Context: an optimization exercise on an open-source flow, tuned for small area. The choices shown serve that exercise and are no tape-out recipe. At most, simulation tests tie the RTL to the original design; equivalence was not proved. Function not checked in run 3: the RTL went through the layout flow alone. Power is estimated from default activity; no workload was simulated.

File: design.v
module ft300_core (
    input  wire         clk,
    input  wire         rst,
    input  wire [63:0]  time_now,
    input  wire         cmd_valid,
    output wire         cmd_ready,
    input  wire [7:0]   cmd_word,
    input  wire         rx_valid,
    input  wire         rx_timeout,
    output wire         rx_ready,
    input  wire [7:0]   rx_data,
    output reg          rsp_valid,
    output reg  [2:0]   rsp_op,
    output reg  [3:0]   rsp_status,
    output wire [107:0] rsp_sample,
    output wire [63:0]  rsp_freq
);
    localparam [2:0] S_IDLE = 3'd0, S_DISC = 3'd1, S_CAPT = 3'd2,
                     S_READY = 3'd3, S_READING = 3'd4, S_STOP = 3'd5;
    localparam [2:0] D_IDLE = 3'd0, D_EPASS = 3'd1, D_WAITS = 3'd2, D_E = 3'd3,
                     D_LOAD = 3'd4, D_STEP = 3'd5, D_ROUND = 3'd6, D_DONE = 3'd7;
    integer k;
    reg  [2:0] ph8;
    reg  [2:0] p5;
    wire ph8_0 = (ph8 == 3'd0);
    wire ph8_7 = (ph8 == 3'd7);
    wire p5_0  = (p5 == 3'd0);
    wire p5_4  = (p5 == 3'd4);
    always @(posedge clk) begin
        if (rst) begin
            ph8 <= 3'd0;
            p5  <= 3'd0;
        end else begin
            ph8 <= ph8 + 3'd1;
            p5  <= p5_4 ? 3'd0 : p5 + 3'd1;
        end
    end
    reg [2:0] sess;
    reg       busy;           
    reg [5:0] ctr;            
    wire [4:0] cnt = ctr[4:0];
    reg       prev20;
    reg       calm;           
    reg       zref_zero;      
    reg       wclr;           
    reg       freq_en;        
    reg       jclr, jload;
    reg       copy_run, clr_run;
    reg [2:0] dstate;
    wire [5:0] step = ctr;
    wire       rmode = (dstate == D_LOAD) || (dstate == D_STEP);   
    wire [7:0] rin;
    wire inflight = (sess == S_DISC) || (sess == S_CAPT) || (sess == S_READING);
    wire ev_cycle = !busy && ph8_7;
    assign cmd_ready = ev_cycle && !inflight;
    assign rx_ready  = ev_cycle && inflight;
    wire cmd_fire  = cmd_valid && cmd_ready;
    wire to_fire   = rx_ready && rx_timeout;
    wire byte_fire = rx_ready && rx_valid && !rx_timeout;
    wire [2:0] c_op  = cmd_word[2:0];
    wire       c_cal = cmd_word[3];
    wire       c_bad = (cmd_word[7:4] != 4'd0) || (c_op > 3'd4) || (c_cal && (c_op != 3'd1));
    wire [5:0] ctr1  = ctr + 6'd1;
    wire       match = (cnt != 5'd0) && prev20 && (rx_data == 8'h4E);
    wire       frame = (cnt[4] || cnt == 5'd15);
    wire       ins   = byte_fire && !match;
    reg [7:0] w [0:14];
    reg       win_shift, win_pass, ptype_dec;
    wire [3:0] pb = ctr[3:0];
    wire      chain = win_shift | win_pass;
    wire [6:0] t   = {pb, ph8};
    wire [2:0] fld = pb[3:1];
    wire [3:0] j   = {pb[0], ph8};
    wire       end_pass = win_pass && (pb == 4'd14) && ph8_7;
    wire       wdata;
    always @(posedge clk) begin
        for (k = 0; k < 15; k = k + 1)
            w[k][6:0] <= w[k][7:1];
        for (k = 0; k < 13; k = k + 1)
            w[k][7] <= chain ? w[k+1][0] : w[k][0];
        w[13][7] <= win_pass ? wdata : (chain ? w[14][0] : w[13][0]);
        w[14][7] <= chain ? w[0][0] : w[14][0];
        if (ins)
            w[14] <= rx_data;
        if (rmode) begin
            w[11] <= w[12];
            w[12] <= tt[5];
        end
    end
    reg [7:0] zz [0:11];
    wire      zchain = win_pass && ptype_dec && (t < 7'd96);
    wire      zwe, zwd;
    always @(posedge clk) begin
        for (k = 0; k < 12; k = k + 1)
            zz[k][5:0] <= zz[k][6:1];
        for (k = 0; k < 11; k = k + 1)
            zz[k][6] <= zz[k][7];
        zz[11][6] <= zwe ? zwd : zz[11][7];
        for (k = 0; k < 11; k = k + 1)
            zz[k][7] <= zchain ? zz[k+1][0] : zz[k][0];
        zz[11][7] <= zchain ? zz[0][0] : zz[11][0];
    end
    wire s   = w[14][0];         
    wire u   = w[1][0];          
    wire zen = !(calm || zref_zero);
    wire zA  = zz[0][0]  & zen;  
    wire zB  = zz[11][7] & zen;  
    wire j0  = (j == 4'd0);
    wire j1  = (j == 4'd1);
    wire j15 = (j == 4'd15);
    wire kj  = (j == 4'd2);      
    reg  bF;
    wire fbin = j0 ? 1'b0 : bF;
    wire fo   = s ^ zA ^ fbin;
    wire fbo  = (~s & (zA | fbin)) | (zA & fbin);
    wire fsg  = s ^ zA ^ fbo;
    reg  [2:0] sg;
    reg        ca1, rl, tie;
    reg  [2:0] acc, r5;
    wire a1    = j0 ? ~u : (u ^ kj ^ ca1);
    wire c1o   = j0 ? u : ((u & kj) | (u & ca1) | (kj & ca1));
    wire a16   = u & ~ca1;
    reg  [2:0] wgt;
    always @(*) begin
        case (j[1:0])
            2'd1: wgt = 3'd1;
            2'd2: wgt = 3'd2;
            2'd3: wgt = 3'd4;
            default: wgt = 3'd3;
        endcase
    end
    wire [3:0] asum = {1'b0, acc} + (a1 ? {1'b0, wgt} : 4'd0) + ((j15 && a16) ? 4'd2 : 4'd0);
    reg  [2:0] accn;
    always @(*) begin
        case (asum)
            4'd0, 4'd5, 4'd10: accn = 3'd0;
            4'd1, 4'd6, 4'd11: accn = 3'd1;
            4'd2, 4'd7, 4'd12: accn = 3'd2;
            4'd3, 4'd8, 4'd13: accn = 3'd3;
            default:           accn = 3'd4;
        endcase
    end
    reg  ca2, bg, by, bq, ym1, ym2;
    wire a2   = j0 ? ~s : (s ^ kj ^ ca2);
    wire c2o  = j0 ? s : ((s & kj) | (s & ca2) | (kj & ca2));
    wire r5b  = (j == 4'd1) ? r5[0] : (j == 4'd2) ? r5[1] : (j == 4'd3) ? r5[2] : 1'b0;
    wire bgi  = j1 ? 1'b0 : bg;
    wire g    = a2 ^ r5b ^ bgi;
    wire bgo  = (~a2 & (r5b | bgi)) | (r5b & bgi);
    wire ym2v = (j1 || kj) ? 1'b0 : ym2;
    wire byi  = j1 ? 1'b0 : by;
    wire y    = g ^ ym2v ^ byi;
    wire byo  = (~g & (ym2v | byi)) | (ym2v & byi);
    wire bqi  = j1 ? 1'b0 : bq;
    wire q    = y ^ zB ^ bqi;
    wire bqo  = (~y & (zB | bqi)) | (zB & bqi);
    wire qo   = j1 ? (q & ~tie) : q;
    reg  dly;
    wire force_f = (fld < 3'd3);
    wire sgsel   = (fld == 3'd3) ? sg[0] : (fld == 3'd4) ? sg[1] : sg[2];
    assign wdata = !ptype_dec ? 1'b0 :
                   force_f    ? fo :
                   (fld < 3'd6) ? (j0 ? sgsel : qo) : 1'b0;
    assign zwe = win_pass && ptype_dec && calm && (t != 7'd0) && (t <= 7'd96);
    assign zwd = (force_f || j0) ? dly : qo;
    always @(posedge clk) begin
        bF  <= fbo;
        ca1 <= c1o;
        ca2 <= c2o;
        bg  <= bgo;
        by  <= byo;
        bq  <= bqo;
        ym1 <= y;
        ym2 <= ym1;
        dly <= force_f ? s : qo;
        acc <= j0 ? 3'd0 : accn;
        if (j0)
            rl <= u;
        if (j15 && (fld == 3'd2 || fld == 3'd3 || fld == 3'd4)) begin
            r5  <= accn;
            tie <= rl && (accn == 3'd0);
        end
        if (j15 && fld == 3'd0) sg[0] <= fsg;
        if (j15 && fld == 3'd1) sg[1] <= fsg;
        if (j15 && fld == 3'd2) sg[2] <= fsg;
    end
    reg  [15:0] crc;
    reg         crc_ok;
    wire [15:0] ccur = (t == 7'd0) ? 16'h4498 : crc;
    wire        cfb  = ccur[0] ^ s;
    always @(posedge clk) begin
        if (t < 7'd96)
            crc <= {1'b0, ccur[15:1]} ^ (cfb ? 16'hA001 : 16'h0000);
        else
            crc <= {1'b0, crc[15:1]};
        if (t == 7'd96)
            crc_ok <= (crc[0] == s);
        else if (t < 7'd112)
            crc_ok <= crc_ok & (crc[0] == s);
    end
    reg  [7:0] tt [0:7];
    reg  [7:0] ss [0:7];
    wire       tload  = ev_cycle;
    wire       tshort = (dstate == D_E) || (dstate == D_LOAD) || (dstate == D_STEP) || (dstate == D_ROUND);
    wire       epass  = (dstate == D_EPASS);
    reg        eb, ezero, big;
    wire [8:0] ed = {1'b0, tt[0]} - {1'b0, ss[0]} - {8'd0, ph8_0 ? 1'b0 : eb};
    always @(posedge clk) begin
        for (k = 0; k < 7; k = k + 1) begin
            tt[k] <= tt[k+1];
            ss[k] <= ss[k+1];
        end
        tt[7] <= rmode ? rin : epass ? ed[7:0] : tt[0];
        ss[7] <= copy_run ? tt[0] : ss[0];
        if (tshort)
            tt[4] <= tt[0];
        if (tload)
            for (k = 0; k < 8; k = k + 1)
                tt[k] <= time_now[8*k +: 8];
    end
    reg [7:0] xx [0:3];      
    reg [7:0] qq [0:4];
    reg        cx, xmax, xeq;
    reg  [7:0] kd, xmd;
    always @(*) begin
        case (p5)
            3'd1: begin kd = 8'h24; xmd = 8'hDC; end
            3'd2: begin kd = 8'hF4; xmd = 8'h0B; end
            3'd3: begin kd = 8'h00; xmd = 8'h23; end
            3'd4: begin kd = 8'h00; xmd = 8'hF4; end
            default: begin kd = 8'h00; xmd = 8'h00; end
        endcase
    end
    wire [7:0] xa   = p5_0 ? 8'd0 : xx[0];
    wire [8:0] xs   = {1'b0, xa} + {1'b0, kd} + {8'd0, p5_0 ? 1'b0 : cx};
    wire [7:0] xnew = xmax ? 8'h00 : xs[7:0];
    wire       xeqn = (p5_0 ? 1'b1 : xeq) & (xnew == xmd);
    reg        sR, cR, rsh, qsh, dnext, rnz;
    wire       rsi  = p5_0 ? dnext : rsh;
    wire [7:0] ra   = {w[11][6:0], rsi};
    wire [7:0] rb   = tt[0] ^ {8{~sR}};
    wire       rci  = p5_0 ? ~sR : cR;
    wire [8:0] rsum = {1'b0, ra} + {1'b0, rb} + {8'd0, rci};
    assign     rin  = (dstate == D_LOAD) ? 8'd0 : rsum[7:0];
    wire       qsi  = p5_0 ? ((step == 6'd0) ? 1'b0 : ~sR) : qsh;
    reg        cq;
    wire       ru = ~sR & (rnz | qq[0][0]);
    wire [8:0] qi = {1'b0, qq[0]} + {8'd0, p5_0 ? ru : cq};
    reg  [7:0] qin;
    always @(*) begin
        if (clr_run)
            qin = 8'd0;
        else case (dstate)
            D_LOAD:  qin = ezero ? qq[0] : big ? 8'd0 : xnew;
            D_STEP:  qin = {qq[0][6:0], qsi};
            D_ROUND: qin = qi[7:0];
            default: qin = qq[0];
        endcase
    end
    always @(posedge clk) begin
        for (k = 0; k < 4; k = k + 1)
            qq[k] <= qq[k+1];
        for (k = 0; k < 3; k = k + 1)
            xx[k] <= xx[k+1];
        xx[3] <= (dstate == D_LOAD && !p5_0) ? xnew : clr_run ? 8'd0 : xx[0];
        qq[4] <= qin;
        eb  <= ed[8];
        cx  <= xs[8];
        xeq <= xeqn;
        cR  <= rsum[8];
        rsh <= w[11][7];
        qsh <= qq[0][7];
        cq  <= qi[8];
        if (epass) begin
            ezero <= (ph8_0 ? 1'b1 : ezero) & (ed[7:0] == 8'd0);
            big   <= (ph8_0 ? 1'b0 : big) |
                     ((ph8 == 3'd4) ? (|ed[7:5]) : (ph8 > 3'd4) ? (|ed[7:0]) : 1'b0);
        end
        if (dstate == D_LOAD) begin
            sR <= 1'b0;
            if (p5_4) begin
                dnext <= xnew[7];
                xmax  <= xeqn;
            end
        end
        if (dstate == D_STEP && p5_4) begin
            sR    <= rsum[7];
            dnext <= qq[0][6];
        end
        if (dstate == D_STEP && step == 6'd36)
            rnz <= (p5_0 ? 1'b0 : rnz) | (|rsum[7:0]);
        if (clr_run)
            xmax <= 1'b0;
    end
    wire [119:0] wv;
    wire [39:0]  qv;
    genvar gi, gb;
    generate
        for (gi = 0; gi < 15; gi = gi + 1) begin : g_wv
            assign wv[8*gi +: 8] = w[gi];
        end
        for (gi = 0; gi < 5; gi = gi + 1) begin : g_qv
            assign qv[8*gi +: 8] = qq[gi];
        end
        for (gi = 0; gi < 3; gi = gi + 1) begin : g_force
            for (gb = 0; gb < 16; gb = gb + 1) begin : g_b
                assign rsp_sample[18*gi + gb] = wv[(112 + 16*gi + gb) % 120];
            end
            assign rsp_sample[18*gi + 16] = wv[(112 + 48 + 16*gi) % 120];
            assign rsp_sample[18*gi + 17] = wv[(112 + 48 + 16*gi) % 120];
        end
        for (gi = 3; gi < 6; gi = gi + 1) begin : g_torque
            for (gb = 0; gb < 14; gb = gb + 1) begin : g_b
                assign rsp_sample[18*gi + gb] = wv[(112 + 16*gi + gb + 1) % 120];
            end
            for (gb = 14; gb < 18; gb = gb + 1) begin : g_s
                assign rsp_sample[18*gi + gb] = wv[(112 + 16*gi + 14) % 120];
            end
        end
    endgenerate
    assign rsp_freq = {28'd0, qv[35:0] & {36{freq_en}}};
    wire div_busy  = (dstate == D_LOAD) || (dstate == D_STEP) || (dstate == D_ROUND);
    wire start_dec = byte_fire && match && frame && (sess != S_DISC);
    wire start_clr = (cmd_fire && !wclr && !(c_op == 3'd0 && !c_bad) && !(c_op == 3'd1 && !c_bad && c_cal && sess == S_IDLE) &&
                      !(c_op == 3'd2 && !c_bad && sess == S_READY)) ||
                     (byte_fire && match && !frame && (sess != S_DISC)) ||
                     (to_fire && !wclr && (sess != S_DISC));
    wire resp_now  = busy && !win_pass && !copy_run &&
                     !jclr && !clr_run && !jload && !div_busy && ph8_7 && p5_4;
    wire ctr_clr = rst || start_clr || (byte_fire && match) || to_fire ||
                   (cmd_fire && !c_bad && ((c_op == 3'd1 && c_cal && sess == S_IDLE) ||
                                           (c_op == 3'd2 && sess == S_READY))) ||
                   (win_pass && ph8_7 && pb == 4'd14) || (dstate == D_LOAD && p5_4);
    wire ctr_inc = (ins && !cnt[4]) || (win_pass && ph8_7) || (dstate == D_STEP && p5_4);
    always @(posedge clk) begin
        if (ctr_clr)
            ctr <= 6'd0;
        else if (ctr_inc)
            ctr <= ctr1;
    end
    always @(posedge clk) begin
        rsp_valid <= 1'b0;
        if (rst) begin
            sess       <= S_IDLE;
            busy       <= 1'b0;
            wclr       <= 1'b0;
            freq_en    <= 1'b0;
            jclr       <= 1'b0;
            jload      <= 1'b0;
            copy_run   <= 1'b0;
            clr_run    <= 1'b0;
            dstate     <= D_IDLE;
            win_shift  <= 1'b0;
            win_pass   <= 1'b0;
            ptype_dec  <= 1'b0;
        end else begin
            if (cmd_fire) begin
                freq_en <= 1'b0;
                rsp_op  <= c_op;
                if (c_bad) begin
                    rsp_status <= 4'hB;
                    busy       <= 1'b1;
                end else begin
                    case (c_op)
                        3'd1: begin
                            if (sess != S_IDLE) begin
                                rsp_status <= 4'hA;
                                busy       <= 1'b1;
                                        end else if (c_cal) begin
                                sess <= S_DISC;
                            end else begin
                                zref_zero  <= 1'b1;
                                copy_run   <= 1'b1;
                                jclr       <= 1'b1;
                                sess       <= S_READY;
                                rsp_status <= 4'h0;
                                busy       <= 1'b1;
                                        end
                        end
                        3'd2: begin
                            if (sess == S_READY) begin
                                sess <= S_READING;
                            end else begin
                                rsp_status <= 4'h8;
                                busy       <= 1'b1;
                                        end
                        end
                        3'd3: begin
                            if (sess == S_READY)
                                sess <= S_STOP;
                            rsp_status <= 4'h0;
                            busy       <= 1'b1;
                                end
                        3'd4: begin
                            if (sess == S_READY) begin
                                copy_run   <= 1'b1;
                                jclr       <= 1'b1;
                                rsp_status <= 4'h0;
                            end else begin
                                rsp_status <= 4'h8;
                            end
                            busy  <= 1'b1;
                        end
                        default: ;
                    endcase
                end
            end
            if (byte_fire) begin
                if (match) begin
                    if (sess == S_DISC) begin
                        sess <= S_CAPT;
                    end else begin
                        busy    <= 1'b1;
                        freq_en <= 1'b0;
                        rsp_op  <= (sess == S_CAPT) ? 3'd1 : 3'd2;
                        calm    <= (sess == S_CAPT);
                        if (frame) begin
                            if (sess == S_CAPT) begin
                                copy_run <= 1'b1;
                                jclr  <= 1'b1;
                            end else begin
                                dstate <= D_EPASS;
                                sess   <= S_READY;
                            end
                        end else begin
                            rsp_status <= 4'h6;
                            sess       <= (sess == S_CAPT) ? S_IDLE : S_READY;
                        end
                    end
                end else begin
                    prev20 <= (rx_data == 8'h20);
                    wclr   <= 1'b0;
                end
            end
            if (to_fire) begin
                if (sess == S_DISC) begin
                    sess <= S_CAPT;
                end else begin
                    busy       <= 1'b1;
                    freq_en    <= 1'b0;
                    rsp_op     <= (sess == S_CAPT) ? 3'd1 : 3'd2;
                    rsp_status <= 4'h5;
                    sess       <= (sess == S_CAPT) ? S_IDLE : S_READY;
                end
            end
            if (ins)
                win_shift <= 1'b1;
            else if (ph8_7)
                win_shift <= 1'b0;
            if (start_dec || start_clr) begin
                win_pass  <= 1'b1;
                ptype_dec <= start_dec;
                wclr      <= 1'b0;
            end else if (win_pass && ph8_7) begin
                if (pb == 4'd14) begin
                    if (ptype_dec && !crc_ok) begin
                        ptype_dec <= 1'b0;
                    end else begin
                        win_pass <= 1'b0;
                    end
                end else begin
                end
            end
            if (end_pass && ptype_dec) begin
                if (crc_ok) begin
                    rsp_status <= 4'h0;
                    if (calm) begin
                        sess      <= S_READY;
                        zref_zero <= 1'b0;
                    end else begin
                        jload   <= 1'b1;
                        freq_en <= 1'b1;
                    end
                end else begin
                    rsp_status <= 4'h4;
                    if (calm)
                        sess <= S_IDLE;
                end
            end
            if (end_pass && !ptype_dec)
                wclr <= 1'b1;
            if (copy_run && ph8_7)
                copy_run <= 1'b0;
            if (jclr && p5_4) begin
                jclr    <= 1'b0;
                clr_run <= 1'b1;
            end else if (p5_4) begin
                clr_run <= 1'b0;
            end
            case (dstate)
                D_EPASS: if (ph8_7) dstate <= D_WAITS;
                D_WAITS: if (ph8_7 && p5_4) dstate <= D_E;
                D_E: if (jload && p5_4 && ph8[1:0] == 2'd2) begin
                    jload  <= 1'b0;
                    dstate <= D_LOAD;
                end
                D_LOAD: if (p5_4) begin
                    dstate <= (ezero || big) ? D_DONE : D_STEP;
                end
                D_STEP: if (p5_4) begin
                    if (step == 6'd36)
                        dstate <= D_ROUND;
                end
                D_ROUND: if (p5_4) dstate <= D_DONE;
                default: ;
            endcase
            if (resp_now) begin
                rsp_valid <= 1'b1;
                busy      <= 1'b0;
                dstate    <= D_IDLE;
            end
        end
    end
endmodule
File: flow/resyn.ys
# Re-map the combinational logic of the standard synthesis for area.
# The flip-flops are kept as they are (same instances, names and cells):
# they are black boxes here, and only the gates between them are re-mapped.
read_liberty -ignore_miss_func @LIB@
blackbox sky130_fd_sc_hd__dfxtp_1 sky130_fd_sc_hd__edfxtp_1
read_verilog @IN@
hierarchy -top @TOP@
flatten
opt_clean -purge
techmap
opt -fast
abc -script @ABC@ -liberty @LIB@ -dont_use sky130_fd_sc_hd__probe_p_8 -dont_use sky130_fd_sc_hd__probec_p_8 -dont_use sky130_fd_sc_hd__lpflow_bleeder_1 -dont_use sky130_fd_sc_hd__lpflow_clkbufkapwr_1 -dont_use sky130_fd_sc_hd__lpflow_clkbufkapwr_16 -dont_use sky130_fd_sc_hd__lpflow_clkbufkapwr_2 -dont_use sky130_fd_sc_hd__lpflow_clkbufkapwr_4 -dont_use sky130_fd_sc_hd__lpflow_clkbufkapwr_8 -dont_use sky130_fd_sc_hd__lpflow_clkinvkapwr_1 -dont_use sky130_fd_sc_hd__lpflow_clkinvkapwr_16 -dont_use sky130_fd_sc_hd__lpflow_clkinvkapwr_2 -dont_use sky130_fd_sc_hd__lpflow_clkinvkapwr_4 -dont_use sky130_fd_sc_hd__lpflow_clkinvkapwr_8 -dont_use sky130_fd_sc_hd__lpflow_decapkapwr_12 -dont_use sky130_fd_sc_hd__lpflow_decapkapwr_3 -dont_use sky130_fd_sc_hd__lpflow_decapkapwr_4 -dont_use sky130_fd_sc_hd__lpflow_decapkapwr_6 -dont_use sky130_fd_sc_hd__lpflow_decapkapwr_8 -dont_use sky130_fd_sc_hd__lpflow_inputiso0n_1 -dont_use sky130_fd_sc_hd__lpflow_inputiso0p_1 -dont_use sky130_fd_sc_hd__lpflow_inputiso1n_1 -dont_use sky130_fd_sc_hd__lpflow_inputiso1p_1 -dont_use sky130_fd_sc_hd__lpflow_inputisolatch_1 -dont_use sky130_fd_sc_hd__lpflow_isobufsrc_1 -dont_use sky130_fd_sc_hd__lpflow_isobufsrc_16 -dont_use sky130_fd_sc_hd__lpflow_isobufsrc_2 -dont_use sky130_fd_sc_hd__lpflow_isobufsrc_4 -dont_use sky130_fd_sc_hd__lpflow_isobufsrc_8 -dont_use sky130_fd_sc_hd__lpflow_isobufsrckapwr_16 -dont_use sky130_fd_sc_hd__lpflow_lsbuf_lh_hl_isowell_tap_1 -dont_use sky130_fd_sc_hd__lpflow_lsbuf_lh_hl_isowell_tap_2 -dont_use sky130_fd_sc_hd__lpflow_lsbuf_lh_hl_isowell_tap_4 -dont_use sky130_fd_sc_hd__lpflow_lsbuf_lh_isowell_4 -dont_use sky130_fd_sc_hd__lpflow_lsbuf_lh_isowell_tap_1 -dont_use sky130_fd_sc_hd__lpflow_lsbuf_lh_isowell_tap_2 -dont_use sky130_fd_sc_hd__lpflow_lsbuf_lh_isowell_tap_4 
opt_clean -purge
setundef -zero
splitnets
opt_clean -purge
hilomap -singleton -hicell sky130_fd_sc_hd__conb_1 HI -locell sky130_fd_sc_hd__conb_1 LO
insbuf -buf sky130_fd_sc_hd__buf_1 A X
opt_clean -purge
stat -liberty @LIB@
write_verilog -noattr -nohex -nodec @OUT@
File: flow/run.sh
#!/bin/bash
# The standard ORFS flow with a few layout choices changed:
#  - after the standard synthesis, the logic between the flip-flops is
#    re-mapped by ABC for area (flow/resyn.ys, flow/abc.script); the
#    flip-flops themselves are kept as the standard synthesis made them;
#  - the port buffers use the smallest buffer cell;
#  - clock tree synthesis uses clkbuf_4 with small clusters and no dummy loads.
# Each tool's output goes to a log file of its own in this folder.
set -euo pipefail
export BUFFER_PORTS_ARGS="-buffer_cell sky130_fd_sc_hd__buf_1"
export CTS_ARGS="-sink_clustering_enable -repair_clock_nets -dont_use_dummy_load -buf_list {sky130_fd_sc_hd__clkbuf_2 sky130_fd_sc_hd__clkbuf_4} -sink_clustering_size 7 -sink_clustering_max_diameter 25"
R=orfs/results/$FLOW_PLATFORM/ft300_core/base
LIB=$FLOW_HOME/platforms/$FLOW_PLATFORM/lib/sky130_fd_sc_hd__tt_025C_1v80.lib
YOSYS=$FLOW_HOME/../tools/install/yosys/bin/yosys
bash standard.sh synth > synth.log 2>&1
cp $R/1_2_yosys.v $R/1_2_yosys_standard.v
sed -e "s#@LIB@#$LIB#g" -e "s#@IN@#$R/1_2_yosys_standard.v#" -e "s#@OUT@#$R/1_2_yosys.v#" \
    -e "s#@TOP@#$FLOW_TOP#" -e "s#@ABC@#$PWD/flow/abc.script#" flow/resyn.ys > resyn_run.ys
$YOSYS -s resyn_run.ys > resyn.log 2>&1
rm -f $R/1_synth.odb $R/1_synth.sdc
bash standard.sh > flow.log 2>&1
File: config.mk
export PLATFORM = sky130hd
export DESIGN_NAME = ft300_core
export DESIGN_NICKNAME = ft300_core
export VERILOG_FILES = /design/flow/design.v
export SDC_FILE = /design/flow/constraint.sdc
export NUM_CORES = 4
export LEC_CHECK = 0
export CAP_MARGIN = 20
export CORE_MARGIN = 2
export CORE_UTILIZATION = 65
export PLACE_DENSITY = 0.75
export SLEW_MARGIN = 20
File: standard.sh
#!/bin/bash
# synth_recipe.tcl (not shown) runs the flow's synth.tcl, then flattens the netlist and writes it again
# the make line also repeats each setting of config.mk as NAME=value (left out here)
make -C /OpenROAD-flow-scripts/flow DESIGN_CONFIG=/design/flow/config.mk WORK_HOME=/design/flow/orfs CLKGATE_MAP_FILE= SYNTH_SCRIPT=/design/flow/synth_recipe.tcl "${@:-finish}"
File: flow/abc.script
strash
&get -n
&fraig -x
&put
dc2
dc2
strash
&get -n
&dch -f
&nf -R 1000
&put
File: constraint.sdc
create_clock -name core_clock -period 20.0 [get_ports {clk}]
set_input_delay 4.0000 -clock core_clock [delete_from_list [all_inputs] [get_ports {clk}]]
set_output_delay 4.0000 -clock core_clock [all_outputs]
set_load 0.01 [all_outputs]
==> implementation parameters, run 1 <==
Parameter                              Value

Global route
  Global-route wire length before repair ... 55,190 microns
  Gr ovfl total ... 0
  Largest net degree at the start of global routing ... 73
  GRT Total Usage ... 26.44%
  Vias in the first global route ... 11,250
  Number of antenna violations at the first check in global routing ... 1

CTS
  Number of buffers created by CTS ... 96
  Count of hold-fix buffers inserted at cts ... 0
  Maximum level of the CTS H-tree ... 3
  Longest Clk Path Bufs ... 3
  Post_cts resized ... 0
  Total setup buffers inserted after CTS ... 0
  Clock net sink count ... 505
  Clock Pin Slew Worst Setup and Hold Paths ... 80 ps
  Root buffer cell ... sky130_fd_sc_hd__clkbuf_4
  Clock latency at the later pin of the worst-skew pair ... 740 ps
  CTS tree ... built

Floorplanning
  Die boundary width ... 161.3 microns
  Initial Utilization ... 66.17%
  Ports ... 267
  Height of the chip ... 161.3 microns
  Area of the core region ... 24,320 sq um
  Total die area ... 26,030 sq um
  Site Rows ... 57

Timing
  Transition time at the pin with the least slew margin ... 1057 ps
  Final number of hold-violating endpoints ... 0
  Final total negative setup slack ... 0 ps
  Final setup violation count ... 0
  Minimum hold slack ... 259.7 ps
  Normalized max-slew margin ... 29.56%
  Unrepaired setup endpoints after global routing ... false
  Peak Freq ... 158.9 MHz
  Minimum clock period after layout ... 6294 ps
  Final worst-path cycle share ... 31.47%
  Setup Skew ... 150.2 ps
  Max Transition Viols Final ... 0

Final layout
  Count of fill cells added during filler insertion ... 1,796
  Layout Cell Area excl Fill ... 17,960 sq um
  Area growth, synth to finish ... 11.63%
  # nets final ... 1,956
  Commonest cells after routing, fill and taps aside ... 481 x sky130_fd_sc_hd__dfxtp_1, 333 x sky130_fd_sc_hd__nor2_1, 238 x sky130_fd_sc_hd__buf_1, 104 x sky130_fd_sc_hd__nand2_1, 96 x sky130_fd_sc_hd__clkbuf_4
  Share of final-layout standard cells stronger than drive strength 1 ... 5.725%
  Most frequent standard cell in the layout excluding fill and tap cells ... sky130_fd_sc_hd__dfxtp_1

Detailed routing
  Remaining design rule violation count ... 0
  Iteration-0 DRC count of the detailed router ... 769
  Final wirelength ... 34,430 microns
  Post-detailed-route count of antenna-violating nets ... 0
  DR vias ... 11,710
  Mean routed wirelength per cell ... 15.68 microns
  Routed via count divided by cell count ... 5.330
  Detailed-router iteration count before antenna repair ... 6

Worst setup path
  Crit path arrival time ... 2290 ps
  Data required, critical path ... 16,000 ps
  Slowest stage delay, CP ... 570 ps
  Sort of element at the end of the critical path ... output pin
  Worst Setup Start Kind ... flip-flop
  Buffers & Inverters on Critical Path ... 1
  Gate family responsible for the most delay along the worst path ... simple AND/OR/NAND/NOR gates
  Count of cells along the worst register-to-register path ... 13
  Critical setup path kind ... flip-flop to output pin
  Logic depth of the worst setup path including buffers ... 4
  Maximum net fanout on the critical path ... 13
  Cell with the biggest individual delay on the critical path ... sky130_fd_sc_hd__dfxtp_1
  Critical Path, Cell by Cell ... and3_1 > nand2b_2 > nor2_1 > buf_1

Synth
  Mean area per synthesized cell ... 10.13 sq um
  Number of warnings reported in the yosys synthesis log ... 7
  Syn Std Cell Area ... 16,090 sq um
  Post-Synthesis Cells ... 1,588

Run status
  Result of the run ... complete, no violations

Placement
  DP HPWL ... 24,630 microns
  Post-Place Cell Area ... 17,230 sq um
  Number of I/O port buffers ... 238
  Final RePlAce weighted congestion ... 0.9004

Pwr
  Power density over the cells ... 102.8 nW/um^2
  Static leakage power ... 7.049 nW
  Largest voltage drop on the vdd net ... 0.07865 mV

Hold path
  Cells on Worst Hold Path ... 0
  Hold WC Path Type ... flip-flop to flip-flop

Flow run
  Max Cap Viol ... 0
==> registers in the layout, summed over array words and instances, names as in the netlist, 4 cells and up <==
name and count:
qq 40, ss 64, ctr 6, crc 16, xx 32, rsp_status 4, zz 96, tt 64
w 120
==> metrics by stage <==
stage / std cells / total power [W] / util [%] / setup WS (ps)
finish: 2196 / 0.001847 / 73.86 / 13710
global route: 2195 / 0.001942 / 73.85 / 13550
CTS: 2193 / 0.001864 / 73.81 / 13680
detailed placement: 2097 / 0.001342 / 70.85 / 13750
global placement: 2097 / 0.001335 / 70.85 / 13800
floorplan: 1615 / 0.001287 / - / 13130
==> where the power goes <==
group	leakage [nW]	switching, W	total, W	internal (W)
logic	2.46	0.000117	0.000206	0.0000889
clock network	0.442	0.000306	0.000525	0.000219
registers	4.15	0.0000382	0.00112	0.00108
total	7.05	0.000461	0.00185	0.00139
==> per-layer routing <==
layer  vias to the layer above  routed length, microns  global-route usage (%)
met3                        76                    2618                   5.675
met1                      5324                   15510                   35.52
met5                         -                       0                       0
met2                       486                   15350                   42.27
met4                         0                     939                   10.19
li1                       5819                       -                       -
==> layout make-up <==
cell class	instances	area [sq um]	share of cell area, %
sequential	505	10350	57.62
timing repair buffer	245	945.9	5.266
multi-input combinational	1010	5485	30.54
tap	324	405.4	2.257
antenna	3	7.507	0.04179
inverter	13	48.80	0.2716
clock buffer	96	720.7	4.012
==> worst paths after layout <==
kind / start / endpoint / slack [ps]
setup / recovery: ph8[0] / rx_ready / 13710
hold / removal: ss[2][5] / ss[1][5] / 260
setup reg to reg: ph8[0] / tie / 16260
hold reg to reg: ss[2][5] / ss[1][5] / 260
==> run 2: changes to the inputs <==
--- a/flow/run.sh
+++ b/flow/run.sh
@@ -8,7 +8,7 @@
 # Each tool's output goes to a log file of its own in this folder.
 set -euo pipefail
 export BUFFER_PORTS_ARGS="-buffer_cell sky130_fd_sc_hd__buf_1"
-export CTS_ARGS="-sink_clustering_enable -repair_clock_nets -dont_use_dummy_load -buf_list {sky130_fd_sc_hd__clkbuf_2 sky130_fd_sc_hd__clkbuf_4} -sink_clustering_size 7 -sink_clustering_max_diameter 25"
+export CTS_ARGS="-sink_clustering_enable -repair_clock_nets -dont_use_dummy_load -buf_list sky130_fd_sc_hd__clkbuf_4 -sink_clustering_size 10 -sink_clustering_max_diameter 30"
 R=orfs/results/$FLOW_PLATFORM/ft300_core/base
 LIB=$FLOW_HOME/platforms/$FLOW_PLATFORM/lib/sky130_fd_sc_hd__tt_025C_1v80.lib
 YOSYS=$FLOW_HOME/../tools/install/yosys/bin/yosys
==> run 2 against run 1 <==
Effect of this change:
- sequential share of layout area increased by 0.47 points
- wire length is 0.70% lower
- highest routed layer unchanged
- still clean
- critical endpoint unchanged
- synthesized cell count is the same
- combinational power hardly changed
- critical path type unchanged
==> implementation parameters, run 2 <==
Parameter                              Value

Global route
  Gr ovfl total ... 0
  Number of antenna violations at the first check in global routing ... 2
  Global-route wire length before repair ... 54,500 microns
  GRT met2 Usage ... 40.89%
  Largest net degree at the start of global routing ... 73
  GRT Total Usage ... 26.21%
  Vias in the first global route ... 11,030
  GR Layer Usage met3 ... 5.778%
  Most crowded layer after global routing ... met2
  GR Layer Usage met1 ... 35.67%

Synth
  Syn Std Cell Area ... 16,090 sq um
  Mean area per synthesized cell ... 10.13 sq um
  Number of warnings reported in the yosys synthesis log ... 7
  Post-Synthesis Cells ... 1,588

Detailed routing
  Post-detailed-route count of antenna-violating nets ... 0
  Routed via count divided by cell count ... 5.362
  Mean routed wirelength per cell ... 15.71 microns
  Iteration-0 DRC count of the detailed router ... 808
  Detailed-router iteration count before antenna repair ... 5
  Remaining design rule violation count ... 0
  DR vias ... 11,670
  Final wirelength ... 34,190 microns

Worst setup path
  Critical setup path kind ... flip-flop to output pin
  Worst Setup Start Kind ... flip-flop
  Crit path arrival time ... 2280 ps
  Data required, critical path ... 16,000 ps
  Sort of element at the end of the critical path ... output pin
  R2r setup slk ... 16,290 ps
  Maximum net fanout on the critical path ... 13

CTS
  CTS tree ... built
  Longest Clk Path Bufs ... 3
  Maximum level of the CTS H-tree ... 3
  Root buffer cell ... sky130_fd_sc_hd__clkbuf_4
  Post_cts resized ... 0
  Total setup buffers inserted after CTS ... 0
  Clock net sink count ... 505
  Number of buffers created by CTS ... 77
  Clock latency at the later pin of the worst-skew pair ... 720 ps
  Count of hold-fix buffers inserted at cts ... 0
  Clock Pin Slew Worst Setup and Hold Paths ... 100 ps

Timing
  Normalized max-slew margin ... 30.77%
  Minimum hold slack ... 269.4 ps
  Final number of hold-violating endpoints ... 0
  Final total negative setup slack ... 0 ps
  Unrepaired setup endpoints after global routing ... false
  Crit path setup slack, layout ... 13,720 ps
  Peak Freq ... 159.2 MHz
  Setup Skew ... 111.0 ps
  Transition time at the pin with the least slew margin ... 1037 ps
  Final setup violation count ... 0
  Minimum clock period after layout ... 6283 ps
  Max Transition Viols Final ... 0
  Final worst-path cycle share ... 31.42%

Pwr
  Net switching power figure ... 0.0004515 W
  Largest voltage drop on the vdd net ... 0.07504 mV
  Seq pwr share ... 62.1%
  Static leakage power ... 6.961 nW
  Combinational Power Share ... 11.4%
  Proportion of power drawn by the clock network ... 26.4%
  Power density over the cells ... 100.7 nW/um^2
  Power Internal ... 0.001343 W
  Sw Share ... 25.16%

Final layout
  # nets final ... 1,937
  Regs by FF count ... w x120, zz x96
  Commonest cells after routing, fill and taps aside ... 481 x sky130_fd_sc_hd__dfxtp_1, 333 x sky130_fd_sc_hd__nor2_1, 238 x sky130_fd_sc_hd__buf_1, 104 x sky130_fd_sc_hd__nand2_1, 78 x sky130_fd_sc_hd__a21oi_1
  Count of fill cells added during filler insertion ... 1,814
  Fin util ... 73.27%
  Most flops, register ... w
  Share of final-layout standard cells stronger than drive strength 1 ... 4.757%
  Most frequent standard cell in the layout excluding fill and tap cells ... sky130_fd_sc_hd__dfxtp_1
  Number of flip-flops in the largest register ... 120
  Area growth, synth to finish ... 10.73%

Flow run
  Max Cap Viol ... 0

Floorplanning
  Initial Utilization ... 66.17%
  Site Rows ... 57
  Ports ... 267
  Die boundary width ... 161.3 microns
  Height of the chip ... 161.3 microns
  Area of the core region ... 24,320 sq um
  Total die area ... 26,030 sq um

Run status
  Result of the run ... complete, no violations

Hold path
  Hold WC Path Type ... flip-flop to flip-flop

Placement
  Final RePlAce weighted congestion ... 0.9004
  Worst setup timing slack at the placement stage ... 13,750 ps
  Number of I/O port buffers ... 238
  DP HPWL ... 24,630 microns
==> run 2: cell type report <==
cell class	instances	area (sq um)	area share (%)
multi-input combinational	1010	5485	30.78
inverter	13	48.80	0.2739
sequential	505	10350	58.09
tap	324	405.4	2.275
timing repair buffer	245	945.9	5.309
antenna	2	5.005	0.02809
clock buffer	77	578.1	3.244
==> run 2: worst paths after layout <==
check             startpoint        to  cells past startpoint
setup / recovery      ph8[0]  rx_ready                      4
hold / removal      ss[7][7]  ss[6][7]                      0
setup reg to reg      ctr[0]       tie                     13
hold reg to reg     ss[7][7]  ss[6][7]                      0
==> run 2: power groups by stage <==
stage | Clock [W] | Combinational, W | Sequential, W
after floorplan | 0 | 0.000162 | 0.00112
after global placement | 0 | 0.000199 | 0.00114
after detailed placement | 0 | 0.000204 | 0.00114
after CTS | 0.000489 | 0.000205 | 0.00112
after global routing | 0.000530 | 0.000232 | 0.00112
final | 0.000474 | 0.000205 | 0.00112
==> run 2: worst max-delay path: stages (launching register included) <==
cell and delay (ps):
sky130_fd_sc_hd__dfxtp_1 560, sky130_fd_sc_hd__and3_1 490, sky130_fd_sc_hd__nand2b_2 150, sky130_fd_sc_hd__nor2_1 240
sky130_fd_sc_hd__buf_1 180
==> run 2: per-stage QoR <==
| stage | std cells | cell area [sq um] | power (W) |
|---|---|---|---|
| floorplan | 1615 | 16190 | 0.001287 |
| detailed placement | 2097 | 17230 | 0.001342 |
| finish | 2176 | 17820 | 0.001795 |
| global placement | 2097 | 17230 | 0.001335 |
| CTS | 2174 | 17810 | 0.001809 |
| global route | 2176 | 17820 | 0.001884 |
==> run 2: metal layers <==
metal	part of all wire, %	up-vias
li1	-	5798
met1	45	5282
met2	44	497
met3	7.3	90
met4	3.4	0
met5	0	-
==> run 3: changes to the inputs <==
--- a/design.v
+++ b/design.v
@@ -18,7 +18,7 @@
     localparam [2:0] S_IDLE = 3'd0, S_DISC = 3'd1, S_CAPT = 3'd2,
                      S_READY = 3'd3, S_READING = 3'd4, S_STOP = 3'd5;
     localparam [2:0] D_IDLE = 3'd0, D_EPASS = 3'd1, D_WAITS = 3'd2, D_E = 3'd3,
-                     D_LOAD = 3'd4, D_STEP = 3'd5, D_ROUND = 3'd6, D_DONE = 3'd7;
+                     D_LOAD = 3'd4, D_STEP = 3'd5, D_ROUND = 3'd6, D_EL = 3'd7;
     integer k;
     reg  [2:0] ph8;
     reg  [2:0] p5;
@@ -40,16 +40,15 @@
     reg [5:0] ctr;            
     wire [4:0] cnt = ctr[4:0];
     reg       prev20;
-    reg       calm;           
     reg       zref_zero;      
     reg       wclr;           
-    reg       freq_en;        
-    reg       jclr, jload;
-    reg       copy_run, clr_run;
+    reg       copy_run;       
     reg [2:0] dstate;
     wire [5:0] step = ctr;
     wire       rmode = (dstate == D_LOAD) || (dstate == D_STEP);   
     wire [7:0] rin;
+    wire calm    = rsp_op[0];                           
+    wire freq_en = (rsp_op == 3'd2) && (rsp_status == 4'd0);    
     wire inflight = (sess == S_DISC) || (sess == S_CAPT) || (sess == S_READING);
     wire ev_cycle = !busy && ph8_7;
     assign cmd_ready = ev_cycle && !inflight;
@@ -115,7 +114,7 @@
     wire fbo  = (~s & (zA | fbin)) | (zA & fbin);
     wire fsg  = s ^ zA ^ fbo;
     reg  [2:0] sg;
-    reg        ca1, rl, tie;
+    reg        ca1, tie;
     reg  [2:0] acc, r5;
     wire a1    = j0 ? ~u : (u ^ kj ^ ca1);
     wire c1o   = j0 ? u : ((u & kj) | (u & ca1) | (kj & ca1));
@@ -174,11 +173,9 @@
         ym2 <= ym1;
         dly <= force_f ? s : qo;
         acc <= j0 ? 3'd0 : accn;
-        if (j0)
-            rl <= u;
         if (j15 && (fld == 3'd2 || fld == 3'd3 || fld == 3'd4)) begin
             r5  <= accn;
-            tie <= rl && (accn == 3'd0);
+            tie <= w[14][1] && (accn == 3'd0);    
         end
         if (j15 && fld == 3'd0) sg[0] <= fsg;
         if (j15 && fld == 3'd1) sg[1] <= fsg;
@@ -201,7 +198,7 @@
     reg  [7:0] tt [0:7];
     reg  [7:0] ss [0:7];
     wire       tload  = ev_cycle;
-    wire       tshort = (dstate == D_E) || (dstate == D_LOAD) || (dstate == D_STEP) || (dstate == D_ROUND);
+    wire       tshort = (dstate == D_E) || (dstate == D_EL) || (dstate == D_LOAD) || (dstate == D_STEP) || (dstate == D_ROUND);
     wire       epass  = (dstate == D_EPASS);
     reg        eb, ezero, big;
     wire [8:0] ed = {1'b0, tt[0]} - {1'b0, ss[0]} - {8'd0, ph8_0 ? 1'b0 : eb};
@@ -248,7 +245,7 @@
     wire [8:0] qi = {1'b0, qq[0]} + {8'd0, p5_0 ? ru : cq};
     reg  [7:0] qin;
     always @(*) begin
-        if (clr_run)
+        if (copy_run)
             qin = 8'd0;
         else case (dstate)
             D_LOAD:  qin = ezero ? qq[0] : big ? 8'd0 : xnew;
@@ -262,7 +259,7 @@
             qq[k] <= qq[k+1];
         for (k = 0; k < 3; k = k + 1)
             xx[k] <= xx[k+1];
-        xx[3] <= (dstate == D_LOAD && !p5_0) ? xnew : clr_run ? 8'd0 : xx[0];
+        xx[3] <= (dstate == D_LOAD && !p5_0) ? xnew : copy_run ? 8'd0 : xx[0];
         qq[4] <= qin;
         eb  <= ed[8];
         cx  <= xs[8];
@@ -289,7 +286,7 @@
         end
         if (dstate == D_STEP && step == 6'd36)
             rnz <= (p5_0 ? 1'b0 : rnz) | (|rsum[7:0]);
-        if (clr_run)
+        if (copy_run)
             xmax <= 1'b0;
     end
     wire [119:0] wv;
@@ -326,7 +323,7 @@
                      (byte_fire && match && !frame && (sess != S_DISC)) ||
                      (to_fire && !wclr && (sess != S_DISC));
     wire resp_now  = busy && !win_pass && !copy_run &&
-                     !jclr && !clr_run && !jload && !div_busy && ph8_7 && p5_4;
+                     (dstate != D_EL) && !div_busy && ph8_7 && p5_4;
     wire ctr_clr = rst || start_clr || (byte_fire && match) || to_fire ||
                    (cmd_fire && !c_bad && ((c_op == 3'd1 && c_cal && sess == S_IDLE) ||
                                            (c_op == 3'd2 && sess == S_READY))) ||
@@ -344,18 +341,13 @@
             sess       <= S_IDLE;
             busy       <= 1'b0;
             wclr       <= 1'b0;
-            freq_en    <= 1'b0;
-            jclr       <= 1'b0;
-            jload      <= 1'b0;
             copy_run   <= 1'b0;
-            clr_run    <= 1'b0;
             dstate     <= D_IDLE;
             win_shift  <= 1'b0;
             win_pass   <= 1'b0;
             ptype_dec  <= 1'b0;
         end else begin
             if (cmd_fire) begin
-                freq_en <= 1'b0;
                 rsp_op  <= c_op;
                 if (c_bad) begin
                     rsp_status <= 4'hB;
@@ -371,7 +363,6 @@
                             end else begin
                                 zref_zero  <= 1'b1;
                                 copy_run   <= 1'b1;
-                                jclr       <= 1'b1;
                                 sess       <= S_READY;
                                 rsp_status <= 4'h0;
                                 busy       <= 1'b1;
@@ -394,7 +385,6 @@
                         3'd4: begin
                             if (sess == S_READY) begin
                                 copy_run   <= 1'b1;
-                                jclr       <= 1'b1;
                                 rsp_status <= 4'h0;
                             end else begin
                                 rsp_status <= 4'h8;
@@ -411,13 +401,10 @@
                         sess <= S_CAPT;
                     end else begin
                         busy    <= 1'b1;
-                        freq_en <= 1'b0;
-                        rsp_op  <= (sess == S_CAPT) ? 3'd1 : 3'd2;
-                        calm    <= (sess == S_CAPT);
+                                rsp_op  <= (sess == S_CAPT) ? 3'd1 : 3'd2;
                         if (frame) begin
                             if (sess == S_CAPT) begin
                                 copy_run <= 1'b1;
-                                jclr  <= 1'b1;
                             end else begin
                                 dstate <= D_EPASS;
                                 sess   <= S_READY;
@@ -437,7 +424,6 @@
                     sess <= S_CAPT;
                 end else begin
                     busy       <= 1'b1;
-                    freq_en    <= 1'b0;
                     rsp_op     <= (sess == S_CAPT) ? 3'd1 : 3'd2;
                     rsp_status <= 4'h5;
                     sess       <= (sess == S_CAPT) ? S_IDLE : S_READY;
@@ -468,8 +454,7 @@
                         sess      <= S_READY;
                         zref_zero <= 1'b0;
                     end else begin
-                        jload   <= 1'b1;
-                        freq_en <= 1'b1;
+                        dstate  <= D_EL;
                     end
                 end else begin
                     rsp_status <= 4'h4;
@@ -481,27 +466,18 @@
                 wclr <= 1'b1;
             if (copy_run && ph8_7)
                 copy_run <= 1'b0;
-            if (jclr && p5_4) begin
-                jclr    <= 1'b0;
-                clr_run <= 1'b1;
-            end else if (p5_4) begin
-                clr_run <= 1'b0;
-            end
             case (dstate)
                 D_EPASS: if (ph8_7) dstate <= D_WAITS;
                 D_WAITS: if (ph8_7 && p5_4) dstate <= D_E;
-                D_E: if (jload && p5_4 && ph8[1:0] == 2'd2) begin
-                    jload  <= 1'b0;
-                    dstate <= D_LOAD;
-                end
+                D_EL: if (p5_4 && ph8[1:0] == 2'd2) dstate <= D_LOAD;
                 D_LOAD: if (p5_4) begin
-                    dstate <= (ezero || big) ? D_DONE : D_STEP;
+                    dstate <= (ezero || big) ? D_IDLE : D_STEP;
                 end
                 D_STEP: if (p5_4) begin
                     if (step == 6'd36)
                         dstate <= D_ROUND;
                 end
-                D_ROUND: if (p5_4) dstate <= D_DONE;
+                D_ROUND: if (p5_4) dstate <= D_IDLE;
                 default: ;
             endcase
             if (resp_now) begin
==> run 3 against run 2 <==
Effect of this change:
- die area shrank 0.77%
- wire length down 0.73%
- area after synthesis fell by 0.79%
- first-iteration DRC count increased by 7.5%
- combinational power decreased by 18%
- largest power group unchanged
- total power decreased by 4.5%
- maximum frequency fell by 4.5%
- highest routed layer is now met5
- cell count shrank 0.18%
- still clean on timing, DRC and antenna
==> implementation parameters, run 3 <==
Parameter                              Value

Placement
  Post-Place Cell Area ... 17,130 sq um
  Final RePlAce weighted congestion ... 0.8928
  DP HPWL ... 24,250 microns
  Number of I/O port buffers ... 238

CTS
  Clock latency at the later pin of the worst-skew pair ... 700 ps
  Total setup buffers inserted after CTS ... 0
  Longest Clk Path Bufs ... 3
  Clock net sink count ... 499
  Count of hold-fix buffers inserted at cts ... 0
  Post_cts resized ... 0
  Maximum level of the CTS H-tree ... 3
  Number of buffers created by CTS ... 77
  Root buffer cell ... sky130_fd_sc_hd__clkbuf_4
  CTS tree ... built
  Clock Pin Slew Worst Setup and Hold Paths ... 90 ps

Floorplanning
  Height of the chip ... 160.7 microns
  Initial Utilization ... 65.84%
  Site Rows ... 57
  Die boundary width ... 160.7 microns
  Ports ... 267
  Area of the core region ... 24,250 sq um
  Total die area ... 25,830 sq um

Final layout
  Most flops, register ... w
  Area growth, synth to finish ... 11.02%
  Count of fill cells added during filler insertion ... 1,878
  Regs by FF count ... w x120, zz x96
  Fin util ... 73.09%
  Number of flip-flops in the largest register ... 120
  Commonest cells after routing, fill and taps aside ... 477 x sky130_fd_sc_hd__dfxtp_1, 335 x sky130_fd_sc_hd__nor2_1, 238 x sky130_fd_sc_hd__buf_1, 90 x sky130_fd_sc_hd__nand2_1, 77 x sky130_fd_sc_hd__clkbuf_4
  # nets final ... 1,930
  Layout Cell Area excl Fill ... 17,720 sq um
  Share of final-layout standard cells stronger than drive strength 1 ... 4.992%
  Most frequent standard cell in the layout excluding fill and tap cells ... sky130_fd_sc_hd__dfxtp_1

Detailed routing
  Final wirelength ... 33,940 microns
  Routed via count divided by cell count ... 5.345
  Iteration-0 DRC count of the detailed router ... 869
  Remaining design rule violation count ... 0
  Post-detailed-route count of antenna-violating nets ... 0
  DR vias ... 11,610
  Mean routed wirelength per cell ... 15.63 microns
  Detailed-router iteration count before antenna repair ... 5

Synth
  Number of warnings reported in the yosys synthesis log ... 7
  Syn Std Cell Area ... 15,960 sq um
  Post-Synthesis Cells ... 1,579
  Mean area per synthesized cell ... 10.11 sq um

Timing
  Normalized max-slew margin ... 30.00%
  Transition time at the pin with the least slew margin ... 1049 ps
  Unrepaired setup endpoints after global routing ... false
  Final setup violation count ... 0
  Minimum clock period after layout ... 6580 ps
  Final total negative setup slack ... 0 ps
  Final worst-path cycle share ... 32.90%
  Setup Skew ... 89.60 ps
  Peak Freq ... 152.0 MHz
  Final number of hold-violating endpoints ... 0
  Max Transition Viols Final ... 0

Worst setup path
  Sort of element at the end of the critical path ... output pin
  Cell with the biggest individual delay on the critical path ... sky130_fd_sc_hd__dfxtp_1
  Worst Setup Start Kind ... flip-flop
  Data required, critical path ... 16,000 ps
  Maximum net fanout on the critical path ... 76
  Slowest stage delay, CP ... 570 ps
  Critical Path, Cell by Cell ... and3_1 > nand2b_2 > buf_4 > nor2_1 > buf_1
  Critical setup path kind ... flip-flop to output pin
  Crit path arrival time ... 2580 ps

Global route
  Vias in the first global route ... 10,890
  Largest net degree at the start of global routing ... 77
  Gr ovfl total ... 0
  Number of antenna violations at the first check in global routing ... 2
  GRT Total Usage ... 25.89%
  Global-route wire length before repair ... 54,000 microns

Flow run
  Max Cap Viol ... 0

Pwr
  Largest voltage drop on the vdd net ... 0.08107 mV
  Static leakage power ... 6.999 nW
  Power density over the cells ... 96.70 nW/um^2

Run status
  Result of the run ... complete, no violations

Hold path
  Hold WC Path Type ... flip-flop to flip-flop
run 3: final timing paths:
| kind | from | endpoint | slack (ps) | cells past startpoint |
|---|---|---|---|---|
| min reg2reg | zz[4][1] | zz[4][0] | 290 | 0 |
| max reg2reg | p5[2] | rnz | 15690 | 13 |
| max | ph8[1] | rx_ready | 13420 | 5 |
| min | zz[4][1] | zz[4][0] | 290 | 0 |
run 3: power by group:
part	switching, W	internal (W)
Sequential	0.0000259	0.00105
Combinational	0.0000960	0.0000734
Clock	0.000292	0.000177
run 3: area by class of cell:
class / instances / area (sq um) / area share [%]
Antenna cell: 5 / 12.51 / 0.07060
Inverter: 19 / 71.32 / 0.4024
Clock buffer: 77 / 578.1 / 3.262
Sequential cell: 499 / 10210 / 57.61
Timing Repair Buffer: 247 / 960.9 / 5.422
Multi-Input combinational cell: 1001 / 5485 / 30.95
Tap cell: 324 / 405.4 / 2.287
run 3: worst max-delay path: cells and delay by family (launching register included):
kind          cells  cell delay [ps]
flops             1              570
buf+inv           2              560
simple gates      3              830
run 3: layer usage:
| layer | GRT usage (%) | share of wire (%) | up-vias |
|---|---|---|---|
| met4 | 9.010 | 2.5 | 2 |
| met2 | 41.30 | 46 | 433 |
| met1 | 35.68 | 45 | 5360 |
| li1 | - | - | 5741 |
| met3 | 5.036 | 6.8 | 73 |
| met5 | 0 | 0.038 | - |
run 3: per-stage QoR:
stage          power, W  std cells  setup slack [ps]  hold slack [ps]
2_1_floorplan  0.001223       1606             12970            309.6
3_3_place_gp   0.001259       2090             13690            309.6
3_5_place_dp   0.001267       2090             13640            312.1
4_1_cts        0.001730       2167             13390            298.5
5_1_grt        0.001795       2172             13240            287.1
6_report       0.001714       2172             13420            293.7
==> run 4: changes to the inputs <==
--- a/design.v
+++ b/design.v
@@ -200,8 +200,9 @@
     wire       tload  = ev_cycle;
     wire       tshort = (dstate == D_E) || (dstate == D_EL) || (dstate == D_LOAD) || (dstate == D_STEP) || (dstate == D_ROUND);
     wire       epass  = (dstate == D_EPASS);
-    reg        eb, ezero, big;
-    wire [8:0] ed = {1'b0, tt[0]} - {1'b0, ss[0]} - {8'd0, ph8_0 ? 1'b0 : eb};
+    reg        cy;       
+    reg        ezero, big;
+    wire [8:0] ed = {1'b0, tt[0]} - {1'b0, ss[0]} - {8'd0, ph8_0 ? 1'b0 : cy};
     always @(posedge clk) begin
         for (k = 0; k < 7; k = k + 1) begin
             tt[k] <= tt[k+1];
@@ -217,7 +218,7 @@
     end
     reg [7:0] xx [0:3];      
     reg [7:0] qq [0:4];
-    reg        cx, xmax, xeq;
+    reg        xmax, xeq;
     reg  [7:0] kd, xmd;
     always @(*) begin
         case (p5)
@@ -229,20 +230,19 @@
         endcase
     end
     wire [7:0] xa   = p5_0 ? 8'd0 : xx[0];
-    wire [8:0] xs   = {1'b0, xa} + {1'b0, kd} + {8'd0, p5_0 ? 1'b0 : cx};
+    wire [8:0] xs   = {1'b0, xa} + {1'b0, kd} + {8'd0, p5_0 ? 1'b0 : cy};
     wire [7:0] xnew = xmax ? 8'h00 : xs[7:0];
     wire       xeqn = (p5_0 ? 1'b1 : xeq) & (xnew == xmd);
-    reg        sR, cR, rsh, qsh, dnext, rnz;
+    reg        sR, rsh, qsh, dnext, rnz;
     wire       rsi  = p5_0 ? dnext : rsh;
     wire [7:0] ra   = {w[11][6:0], rsi};
     wire [7:0] rb   = tt[0] ^ {8{~sR}};
-    wire       rci  = p5_0 ? ~sR : cR;
+    wire       rci  = p5_0 ? ~sR : cy;
     wire [8:0] rsum = {1'b0, ra} + {1'b0, rb} + {8'd0, rci};
     assign     rin  = (dstate == D_LOAD) ? 8'd0 : rsum[7:0];
     wire       qsi  = p5_0 ? ((step == 6'd0) ? 1'b0 : ~sR) : qsh;
-    reg        cq;
     wire       ru = ~sR & (rnz | qq[0][0]);
-    wire [8:0] qi = {1'b0, qq[0]} + {8'd0, p5_0 ? ru : cq};
+    wire [8:0] qi = {1'b0, qq[0]} + {8'd0, p5_0 ? ru : cy};
     reg  [7:0] qin;
     always @(*) begin
         if (copy_run)
@@ -261,13 +261,10 @@
             xx[k] <= xx[k+1];
         xx[3] <= (dstate == D_LOAD && !p5_0) ? xnew : copy_run ? 8'd0 : xx[0];
         qq[4] <= qin;
-        eb  <= ed[8];
-        cx  <= xs[8];
+        cy  <= epass ? ed[8] : (dstate == D_LOAD) ? xs[8] : (dstate == D_STEP) ? rsum[8] : qi[8];
         xeq <= xeqn;
-        cR  <= rsum[8];
         rsh <= w[11][7];
         qsh <= qq[0][7];
-        cq  <= qi[8];
         if (epass) begin
             ezero <= (ph8_0 ? 1'b1 : ezero) & (ed[7:0] == 8'd0);
             big   <= (ph8_0 ? 1'b0 : big) |
--- a/flow/run.sh
+++ b/flow/run.sh
@@ -8,7 +8,7 @@
 # Each tool's output goes to a log file of its own in this folder.
 set -euo pipefail
 export BUFFER_PORTS_ARGS="-buffer_cell sky130_fd_sc_hd__buf_1"
-export CTS_ARGS="-sink_clustering_enable -repair_clock_nets -dont_use_dummy_load -buf_list sky130_fd_sc_hd__clkbuf_4 -sink_clustering_size 10 -sink_clustering_max_diameter 30"
+export CTS_ARGS="-sink_clustering_enable -repair_clock_nets -dont_use_dummy_load -buf_list sky130_fd_sc_hd__clkbuf_4 -sink_clustering_size 12 -sink_clustering_max_diameter 24"
 R=orfs/results/$FLOW_PLATFORM/ft300_core/base
 LIB=$FLOW_HOME/platforms/$FLOW_PLATFORM/lib/sky130_fd_sc_hd__tt_025C_1v80.lib
 YOSYS=$FLOW_HOME/../tools/install/yosys/bin/yosys
==> run 4 against run 3 <==
Effect of this change:
- worst hold slack got worse by 9.6 ps
- first-iteration DRC count is 25% lower
- sequential power about the same
- maximum frequency is 0.29% higher
- cell count up 0.74%
- design area rose by 0.59%
- setup slack better by 19 ps
- register-to-register slack got worse by 400 ps
- utilization is 0.65 points higher
- combinational power shrank 6%
- largest power group unchanged
==> implementation parameters, run 4 <==
Parameter                              Value

Global route
  Global-route wire length before repair ... 53,270 microns
  Largest net degree at the start of global routing ... 73
  Vias in the first global route ... 11,220
  GRT Total Usage ... 25.34%
  Gr ovfl total ... 0
  Number of antenna violations at the first check in global routing ... 1

Pwr
  Post-layout power ... 0.001763 W
  Power density over the cells ... 98.90 nW/um^2
  Static leakage power ... 7.088 nW
  Largest voltage drop on the vdd net ... 0.06653 mV

CTS
  Longest Clk Path Bufs ... 3
  Count of hold-fix buffers inserted at cts ... 0
  Clock net sink count ... 496
  CTS tree ... built
  Clock Pin Slew Worst Setup and Hold Paths ... 100 ps
  Number of buffers created by CTS ... 101
  Clock latency at the later pin of the worst-skew pair ... 740 ps
  Total setup buffers inserted after CTS ... 0
  Maximum level of the CTS H-tree ... 3
  Post_cts resized ... 0
  Root buffer cell ... sky130_fd_sc_hd__clkbuf_4

Final layout
  Count of fill cells added during filler insertion ... 1,866
  Most frequent standard cell in the layout excluding fill and tap cells ... sky130_fd_sc_hd__dfxtp_1
  Regs by FF count ... w x120, zz x96
  Area growth, synth to finish ... 12.02%
  Share of final-layout standard cells stronger than drive strength 1 ... 6.065%
  Multi-input combinational cell area ... 5492 sq um
  Reg area ... 10,150 sq um
  Most flops, register ... w
  Number of flip-flops in the largest register ... 120
  # nets final ... 1,950
  Commonest cells after routing, fill and taps aside ... 474 x sky130_fd_sc_hd__dfxtp_1, 320 x sky130_fd_sc_hd__nor2_1, 238 x sky130_fd_sc_hd__buf_1, 111 x sky130_fd_sc_hd__nand2_1, 101 x sky130_fd_sc_hd__clkbuf_4

Detailed routing
  Mean routed wirelength per cell ... 15.01 microns
  Routed via count divided by cell count ... 5.342
  Post-detailed-route count of antenna-violating nets ... 0
  Detailed-router iteration count before antenna repair ... 5
  Iteration-0 DRC count of the detailed router ... 651
  DR vias ... 11,690
  Final wirelength ... 32,830 microns
  Remaining design rule violation count ... 0

Worst setup path
  Startpoint of the most critical register-to-register path ... p5[0]
  Worst Setup Start Kind ... flip-flop
  Gate family responsible for the most delay along the worst path ... buffers and inverters
  Maximum net fanout on the critical path ... 72
  Destination of the critical timing path ... rx_ready
  Data required, critical path ... 16,000 ps
  Cell with the biggest individual delay on the critical path ... sky130_fd_sc_hd__dfxtp_1
  Crit path arrival time ... 2560 ps
  Buffers & Inverters on Critical Path ... 2
  Reg-to-reg critical path endpoint ... rnz
  Sort of element at the end of the critical path ... output pin
  Logic depth of the worst setup path including buffers ... 5
  Critical setup path kind ... flip-flop to output pin
  Slowest stage delay, CP ... 470 ps
  Critical Path, Cell by Cell ... and3_1 > nand2b_2 > buf_4 > a21oi_1 > buf_1
  Count of cells along the worst register-to-register path ... 15
  R2r setup slk ... 15,290 ps
  Worst setup path startpoint ... ph8[0]

Floorplanning
  Ports ... 267
  Height of the chip ... 160.5 microns
  Total die area ... 25,750 sq um
  Die boundary width ... 160.5 microns
  Area of the core region ... 24,180 sq um
  Site Rows ... 57
  Initial Utilization ... 65.83%

Synth
  Post-Synthesis Cells ... 1,576
  Number of warnings reported in the yosys synthesis log ... 7
  Mean area per synthesized cell ... 10.10 sq um
  Syn Std Cell Area ... 15,920 sq um

Timing
  Minimum hold slack ... 284.1 ps
  Final number of hold-violating endpoints ... 0
  Final total negative setup slack ... 0 ps
  Final setup violation count ... 0
  Transition time at the pin with the least slew margin ... 1025 ps
  Unrepaired setup endpoints after global routing ... false
  Setup Skew ... 98.52 ps
  Final worst-path cycle share ... 32.81%
  Crit path setup slack, layout ... 13,440 ps
  Peak Freq ... 152.4 MHz
  Max Transition Viols Final ... 0
  Minimum clock period after layout ... 6561 ps
  Normalized max-slew margin ... 31.57%

Placement
  Worst setup timing slack at the placement stage ... 13,540 ps
  Final RePlAce weighted congestion ... 0.8691
  DP HPWL ... 23,030 microns
  Number of I/O port buffers ... 238

Run status
  Result of the run ... complete, no violations

Hold path
  Hold WC Path Type ... flip-flop to flip-flop

Flow run
  Max Cap Viol ... 0
run 4: changes by cell type in the layout (fill, tap and decap cells not counted), moves of 8 or more:
cell                       previous run  this run
sky130_fd_sc_hd__clkbuf_4            77       101
sky130_fd_sc_hd__nor2b_1             24        12
sky130_fd_sc_hd__a221oi_1             3        11
sky130_fd_sc_hd__o21ai_0             59        48
sky130_fd_sc_hd__nand2_1             90       111
sky130_fd_sc_hd__and2_0              50        60
sky130_fd_sc_hd__nor2_1             335       320
run 4: layer usage:
layer / routed length, microns / vias to the layer above / GRT usage, % / share of wire [%]
met5: 0 / - / 0 / 0
li1: - / 5799 / - / -
met1: 14470 / 5386 / 32.85 / 44
met3: 1955 / 79 / 5.579 / 6.0
met4: 946 / 0 / 10.32 / 2.9
met2: 15470 / 425 / 41.50 / 47
run 4: worst register-to-register path, cell delays in order, from the launching register on:
cell and delay [ps]:
sky130_fd_sc_hd__dfxtp_1 460, sky130_fd_sc_hd__or3_1 580, sky130_fd_sc_hd__nor2_1 160, sky130_fd_sc_hd__a21o_1 260, sky130_fd_sc_hd__nor2_1 150, sky130_fd_sc_hd__o21ai_0 160, sky130_fd_sc_hd__o21a_1 140, sky130_fd_sc_hd__a21oi_1 180
sky130_fd_sc_hd__o21ai_0 170, sky130_fd_sc_hd__maj3_1 400, sky130_fd_sc_hd__maj3_1 390, sky130_fd_sc_hd__maj3_1 410, sky130_fd_sc_hd__maj3_1 400, sky130_fd_sc_hd__xor2_1 190, sky130_fd_sc_hd__nor4_1 240, sky130_fd_sc_hd__nand2_1 120
run 4: layout make-up:
cell class | instances | area share (%)
inverters | 18 | 0.3790
flip-flops and latches | 496 | 56.93
multi-input cells | 1002 | 30.80
clock buffers | 101 | 4.253
well taps | 324 | 2.274
diodes | 1 | 0.01404
repair buffers | 246 | 5.348
run 4: how the worst min path moves through the flow:
stage	start	end	slack, ps	depth (start not counted)
after floorplan	qq[4][4]	qq[3][4]	310	0
after global placement	xx[2][7]	xx[1][7]	310	0
after detailed placement	ss[5][1]	ss[4][1]	310	0
after CTS	zz[4][4]	zz[4][3]	280	0
after global routing	ss[2][3]	ss[1][3]	280	0
final	ss[2][3]	ss[1][3]	280	0
run 4: stage by stage:
step / instance area [sq um] / cells / util [%]
after floorplan: 16020 / 1603 / -
final: 17830 / 2188 / 73.74
after detailed placement: 17070 / 2086 / 70.59
after global routing: 17830 / 2188 / 73.74
after CTS: 17830 / 2187 / 73.73
after global placement: 17070 / 2086 / 70.59
run 4: where the power goes:
part | internal [W] | switching [W]
logic | 0.0000687 | 0.0000903
clock network | 0.000229 | 0.000308
registers | 0.00104 | 0.0000247
total | 0.00134 | 0.000423

[what the ideal ports hide]
The results above use ideal ports. As a check the final layouts listed here were re-extracted and re-timed, cells and wires unchanged. Step 1 sets driving cells, clkbuf_16 on the clock port and buf_2 on the other inputs (assumed; they add their load-dependent delay and slew). Step 2 moves the port delays by t, midway between the first and last clock arrival at a register: inputs arrive t later, outputs are due t later. That takes back most of the time a late clock gives input paths. a / b / c = no drivers / after step 1 / after step 2; a / b = the first two.
run	shift t [ns]	setup WS [ns]	hold WS [ns]	latest minus earliest clock arrival (ns)	slew at the worst register clock pin (ns)
run 1	0.714	13.706 / 13.661 / 13.672	0.260 / 0.260 / 0.260	0.159 / 0.159	0.08 / 0.08
run 2	0.707	13.717 / 13.670 / 13.686	0.269 / 0.269 / 0.269	0.118 / 0.117	0.10 / 0.10
run 3	0.695	13.420 / 13.372 / 13.574	0.294 / 0.294 / 0.294	0.107 / 0.107	0.10 / 0.10
run 4	0.737	13.439 / 13.394 / 13.559	0.284 / 0.284 / 0.284	0.114 / 0.114	0.10 / 0.10
After both steps every run listed still meets setup and hold. For run 1, which loses most, drivers alone change the setup slack by -0.045 ns; drivers and shift together by -0.034 ns.
